What follows belongs to an exercise in optimizing a design on an open flow for small area, a short achievable clock period and few clock cycles; a production flow would make more cautious choices. Only simulation tests tie the RTL to the original design; equivalence was not proved. Power figures rest on the tool's default switching activity, not on a simulated workload.

## the previous run
Design prb_link, start of the top module:
module prb_link #(
    parameter PANEL_W     = 240,
    parameter PANEL_H     = 240,
    parameter LINE_W      = 160,
    parameter SRC_H       = 144,
    parameter MADCTL_INIT = 8'h00,
    parameter COLMOD_16BPP = 8'h55,
    parameter MS_CYCLES   = 8
) (
    input             clk,
    input             rst,
    input             cmd_valid,
    output            cmd_ready,
    input      [12:0] cmd_addr,
    input      [31:0] cmd_data,
    output reg        rsp_valid,
    output     [7:0]  rsp_code,
    output     [15:0] rsp_off,
    output reg        sck,
    output reg        mosi,
    output reg        dc,
    output reg        csn,
    output reg        rstn,
    output reg        bl
);
    localparam X0 = (PANEL_W - LINE_W) / 2;
    localparam Y0 = (PANEL_H - SRC_H) / 2;
    localparam NRING = LINE_W / 16;
    localparam [3:0] F_NONE        = 4'h0;
    localparam [3:0] F_BAD_ACCESS  = 4'h1;
    localparam [3:0] F_BAD_REG     = 4'h2;
    localparam [3:0] F_NOT_OPEN    = 4'h6;
    localparam [3:0] F_OPEN        = 4'h7;
    localparam [3:0] F_INVERTED    = 4'h8;
    localparam [3:0] F_RANGE       = 4'h9;
    localparam [3:0] F_UNINIT      = 4'hA;
    localparam [3:0] F_PAL_INDEX   = 4'hB;
    localparam [3:0] F_ROW_RANGE   = 4'hE;
    localparam [2:0] OP_INIT  = 3'd0;
    localparam [2:0] OP_WIN   = 3'd1;
    localparam [2:0] OP_FILL  = 3'd2;
    localparam [2:0] OP_DRAW  = 3'd3;
    localparam [2:0] OP_PIXEL = 3'd4;
    localparam [2:0] OP_INV   = 3'd5;
    localparam [2:0] OP_IDLE  = 3'd6;
    localparam [2:0] OP_POWER = 3'd7;
    localparam [1:0] IT_BYTE = 2'd0;
    localparam [1:0] IT_RST0 = 2'd1;
    localparam [1:0] IT_RST1 = 2'd2;
    localparam [1:0] IT_END  = 2'd3;
  ...
==> flow/config.mk <==
export PLATFORM = sky130hd
export DESIGN_NAME = prb_link
export DESIGN_NICKNAME = prb_link
export VERILOG_FILES = /design/flow/design.v
export SDC_FILE = /design/flow/constraint.sdc
export NUM_CORES = 4
export LEC_CHECK = 0
export CAP_MARGIN = 20
export CORE_MARGIN = 2
export CORE_UTILIZATION = 40
export PLACE_DENSITY = 0.6
export SETUP_SLACK_MARGIN = 5
export SLEW_MARGIN = 20
==> flow/constraint.sdc <==
create_clock -name core_clock -period 8.0 [get_ports {clk}]
set_input_delay 1.6000 -clock core_clock [delete_from_list [all_inputs] [get_ports {clk}]]
set_output_delay 1.6000 -clock core_clock [all_outputs]
set_load 0.01 [all_outputs]
standard.sh (not shown) runs the stock make flow with config.mk's settings and CLKGATE_MAP_FILE= SYNTH_SCRIPT=/design/flow/synth_recipe.tcl, a recipe that flattens the netlist after the stock synthesis.
==> flow/flow/run.sh <==
#!/bin/bash
# The standard layout (the standard.sh), with the port buffers made of
# buf_4 cells instead of the slow delay buffers buffer_ports picks by default.
set -euo pipefail
bash standard.sh BUFFER_PORTS_ARGS="-buffer_cell sky130_fd_sc_hd__buf_4" finish > standard.log 2>&1
Testbench counts of the previous run, summed over its fixed seeds: cycles 170,644.
diff inputs: the previous run => the current run
Settings: a deleted SETUP_SLACK_MARGIN that had been 5.
==> flow/flow/run.sh <==
#!/bin/bash
# The standard layout (the standard.sh), with the port buffers made of
# buf_4 cells instead of the slow delay buffers buffer_ports picks by default,
# and timing repair aiming at a larger setup slack.
set -euo pipefail
bash standard.sh BUFFER_PORTS_ARGS="-buffer_cell sky130_fd_sc_hd__buf_4" SETUP_SLACK_MARGIN=5.6 finish > standard.log 2>&1
### Flow results
For the current run and the previous run, there was not a single run that failed to finish clean. Taking the previous run as the reference, in the current run design area shows an increase of about 6%, time the final worst path needs with I/O delays and setup shows a reduction of 0.082 ns, number of stages on the worst setup path shows no meaningful change, largest vdd supply drop shows an increase of about 1.1%. Fraction of power consumed by sequential logic (the current run over the previous run): decrease, 0.7 points. Comparing the current run and the previous run, setup skew after layout is lower on the current run. Re layout multi-input combinational cell count: the current run and the previous run aren't equal, and the higher value belongs to the current run. Going from the previous run to the current run, worst setup slack climbed 0.082 ns, final routed wire length divided by cell count climbed 0.21 um, signal arrival time at the worst endpoint dropped 0.09 ns, number of clock buffers in the layout climbed 9.3%.


prb_link, a different RTL version from the one above (not shown whole).
Size: about 3100 cells after synthesis, about 1400 flip-flops, about 0.039 sq mm of cells after synthesis.
Settings: LEC_CHECK=0, CAP_MARGIN=20, CORE_MARGIN=2, CORE_UTILIZATION=65, PLACE_DENSITY=0.75, SLEW_MARGIN=20; clock period 8.0 ns.
==> flow/flow/run.sh <==
#!/bin/bash
# The standard layout (the standard.sh) with:
# - port buffers of buf_4 cells instead of the slow delay buffers that
#   buffer_ports picks by default;
# - timing repair aiming at 5.6 ns of setup slack;
# - larger clock-tree sink clusters and no dummy clock loads.
set -euo pipefail
bash standard.sh \
  BUFFER_PORTS_ARGS="-buffer_cell sky130_fd_sc_hd__buf_4" \
  SETUP_SLACK_MARGIN=5.6 \
  CTS_ARGS="-sink_clustering_enable -repair_clock_nets -sink_clustering_size 16 -sink_clustering_max_diameter 60 -dont_use_dummy_load -sink_clustering_buffer sky130_fd_sc_hd__clkbuf_8" \
  finish > standard.log 2>&1
The starting point produced a clean layout.
Testbench counts at the start, summed over its fixed seeds: cycles 170,644.
Next try:
==> flow/flow/run.sh (replaced) <==
#!/bin/bash
# The standard layout (the standard.sh) with: port buffers of buf_4 cells
# instead of the slow delay buffers buffer_ports picks by default; timing
# repair aiming at 5 ns of setup slack; larger clock-tree sink clusters and
# no dummy clock loads.
set -euo pipefail
bash standard.sh \
  BUFFER_PORTS_ARGS="-buffer_cell sky130_fd_sc_hd__buf_4" \
  SETUP_SLACK_MARGIN=5.45 \
  CTS_ARGS="-sink_clustering_enable -repair_clock_nets -sink_clustering_size 30 -sink_clustering_max_diameter 80 -dont_use_dummy_load" \
  finish > standard.log 2>&1
What happened: The new run completed without violations; wire length grows by about 6%; non-clock buffer count shrinks by 72; design area shrinks by about 2.5%; combinational power shrinks by about 11%; core utilization shrinks by 1.9 points; register-to-register slack loses 80 ps; die area does not change; synthesized area does not change; clock skew grows by 32 ps; maximum frequency shrinks by 1.7%.
Next try:
==> flow/flow/run.sh (replaced) <==
#!/bin/bash
# The standard layout (the standard.sh) with:
# - port buffers of buf_4 cells instead of the slow delay buffers that
#   buffer_ports picks by default;
# - timing repair aiming at 5.3 ns of setup slack (about a 2.7 ns period);
# - larger clock-tree sink clusters and no dummy clock loads.
set -euo pipefail
bash standard.sh \
  BUFFER_PORTS_ARGS="-buffer_cell sky130_fd_sc_hd__buf_4" \
  SETUP_SLACK_MARGIN=5.3 \
  CTS_ARGS="-sink_clustering_enable -repair_clock_nets -sink_clustering_size 16 -sink_clustering_max_diameter 60 -dont_use_dummy_load -sink_clustering_buffer sky130_fd_sc_hd__clkbuf_8" \
  finish > standard.log 2>&1
Setup slack improves by 49 ps.
Design area decreases by 0.82%.
Total power decreases by 1.1%.
Hold slack loses 3.2 ps.
Next try:
--- a/flow/flow/run.sh
+++ b/flow/flow/run.sh
@@ -9,4 +9,4 @@
   BUFFER_PORTS_ARGS="-buffer_cell sky130_fd_sc_hd__buf_4" \
   SETUP_SLACK_MARGIN=5.3 \
-  CTS_ARGS="-sink_clustering_enable -repair_clock_nets -sink_clustering_size 16 -sink_clustering_max_diameter 60 -dont_use_dummy_load -sink_clustering_buffer sky130_fd_sc_hd__clkbuf_8" \
+  CTS_ARGS="-sink_clustering_enable -repair_clock_nets -sink_clustering_size 20 -sink_clustering_max_diameter 50 -dont_use_dummy_load -sink_clustering_buffer sky130_fd_sc_hd__clkbuf_8" \
   finish > standard.log 2>&1
Outcome: Cell area fell slightly. Setup slack is better by 37 ps. Core utilization fell by 0.30 points. Routed wire length rose slightly. Flip-flop and latch count does not change. Clock skew rose by 68 ps. Total power fell slightly.
Next try:
==> flow/flow/run.sh (replaced) <==
#!/bin/bash
# The standard layout (the standard.sh) with: port buffers of buf_4 cells
# instead of the slow delay buffers buffer_ports picks by default; timing
# repair aiming at 5.3 ns of setup slack (a 2.7 ns period); larger clock-tree
# sink clusters and
# no dummy clock loads.
set -euo pipefail
bash standard.sh \
  BUFFER_PORTS_ARGS="-buffer_cell sky130_fd_sc_hd__buf_4" \
  SETUP_SLACK_MARGIN=5.3 \
  CTS_ARGS="-sink_clustering_enable -repair_clock_nets -sink_clustering_size 30 -sink_clustering_max_diameter 80 -dont_use_dummy_load" \
  finish > standard.log 2>&1
Effect: Count of clock-buffer cells in the layout decreases by 40. Wire length rises by 3.2%. Setup slack is worse by 49 ps. Cell area came out higher by 0.49%.


Setup of run 1:
prb_link again, from the RTL that the note above started with.
==> flow/config.mk <==
export PLATFORM = sky130hd
export DESIGN_NAME = prb_link
export DESIGN_NICKNAME = prb_link
export VERILOG_FILES = /design/flow/design.v
export SDC_FILE = /design/flow/constraint.sdc
export NUM_CORES = 4
export LEC_CHECK = 0
export CAP_MARGIN = 20
export CORE_MARGIN = 2
export CORE_UTILIZATION = 65
export PLACE_DENSITY = 0.75
export SLEW_MARGIN = 20
==> flow/constraint.sdc <==
create_clock -name core_clock -period 8.0 [get_ports {clk}]
set_input_delay 1.6000 -clock core_clock [delete_from_list [all_inputs] [get_ports {clk}]]
set_output_delay 1.6000 -clock core_clock [all_outputs]
set_load 0.01 [all_outputs]
==> flow/flow/run.sh <==
#!/bin/bash
# The standard layout (the standard.sh) with: port buffers of buf_4 cells
# instead of the slow delay buffers buffer_ports picks by default; timing
# repair aiming at 5 ns of setup slack; larger clock-tree sink clusters and
# no dummy clock loads.
set -euo pipefail
bash standard.sh \
  BUFFER_PORTS_ARGS="-buffer_cell sky130_fd_sc_hd__buf_4" \
  SETUP_SLACK_MARGIN=5.3 \
  CTS_ARGS="-sink_clustering_enable -repair_clock_nets -sink_clustering_size 30 -sink_clustering_max_diameter 80 -dont_use_dummy_load" \
  finish > standard.log 2>&1
Testbench counts of run 1, summed over its fixed seeds: cycles 170,644.
[inputs] run 2 vs run 1
==> flow/flow/run.sh <==
#!/bin/bash
# The standard layout (the standard.sh) with:
# - port buffers of buf_4 cells instead of the slow delay buffers that
#   buffer_ports picks by default;
# - timing repair aiming at 5.3 ns of setup slack (about a 2.7 ns period);
# - larger clock-tree sink clusters and no dummy clock loads.
set -euo pipefail
bash standard.sh \
  BUFFER_PORTS_ARGS="-buffer_cell sky130_fd_sc_hd__buf_4" \
  SETUP_SLACK_MARGIN=5.3 \
  CTS_ARGS="-sink_clustering_enable -repair_clock_nets -sink_clustering_size 24 -sink_clustering_max_diameter 80 -dont_use_dummy_load" \
  finish > standard.log 2>&1
Findings:
- Where static power due to leakage is concerned, run 1 is better than run 2.
- Combinational group share of total power across run 1 and run 2: no real change.
- Run 2 vs. run 1: relative slew slack went down by 5.4 points.
- [compare] base=run 1 new=run 2: global-route usage over all layers saw an increase, worst setup timing slack at the placement stage roughly the same, power moved up.
- Number of antenna violations at the first check in global routing: run 2 vs run 1 down 1
- On run 2: wire length of the first global-routing pass is 2400 um higher than what run 1 gave.
- Run 2 vs run 1: power per unit of standard cell area up
## Diff of input files: run 3 against run 2
==> flow/flow/run.sh <==
#!/bin/bash
# The standard layout (the standard.sh) with:
# - port buffers of buf_4 cells instead of the slow delay buffers that
#   buffer_ports picks by default;
# - timing repair aiming at 5.45 ns of setup slack;
# - larger clock-tree sink clusters and no dummy clock loads.
set -euo pipefail
bash standard.sh \
  BUFFER_PORTS_ARGS="-buffer_cell sky130_fd_sc_hd__buf_4" \
  SETUP_SLACK_MARGIN=5.45 \
  CTS_ARGS="-sink_clustering_enable -repair_clock_nets -sink_clustering_size 16 -sink_clustering_max_diameter 60 -dont_use_dummy_load -sink_clustering_buffer sky130_fd_sc_hd__clkbuf_8" \
  finish > standard.log 2>&1
Notes after the runs:
Run 3 finished all stages; the layout is clean. Internal power in run 3 is 4.0% lower than in run 2. Summary of run 3 over run 2: clock skew down 22 ps, register share of the cell area fell 0.31 points. For run 3, the start point of the critical path was roff[4], unlike run 2, where it was ret.

==> what the ideal ports hide <==
The flow's constraints put no driver on any port. The routed layouts listed below were extracted and timed again, unchanged, in two steps.
Step 1: set_driving_cell puts a clkbuf_16 on clk and a buf_2 on each other input, an assumption about the parent block.
Step 2, shift: input delay + t, output delay - t, t = (earliest + latest rising clock arrival at the registers) / 2. This alone moves slack from input paths to output paths.
a / b / c = ideal ports / drivers / drivers and shift; a / b = the first two.
run	t, ns	slack for setup (ns)	worst hold slack (ns)
the previous run	0.758	5.055 / 4.986 / 4.309	0.298 / 0.298 / 0.298
the current run	0.764	5.137 / 5.072 / 4.869	0.314 / 0.314 / 0.314
the first run of note 2	0.666	5.283 / 5.220 / 4.916	0.308 / 0.308 / 0.308
the second run of note 2	0.698	5.237 / 5.173 / 4.838	0.287 / 0.287 / 0.287
the third run of note 2	0.659	5.285 / 5.259 / 4.697	0.284 / 0.284 / 0.284
the fourth run of note 2	0.664	5.323 / 5.257 / 4.715	0.271 / 0.271 / 0.271
the fifth run of note 2	0.698	5.273 / 5.244 / 4.687	0.285 / 0.285 / 0.285
run 1	0.698	5.273 / 5.244 / 4.687	0.285 / 0.285 / 0.285
run 2	0.670	5.269 / 5.262 / 4.697	0.303 / 0.303 / 0.303
run 3	0.674	5.304 / 5.236 / 4.834	0.289 / 0.289 / 0.289
After both steps setup and hold are still met in every run listed. For the previous run, which loses most, drivers alone change the setup slack by -0.069 ns; drivers and shift together by -0.746 ns.
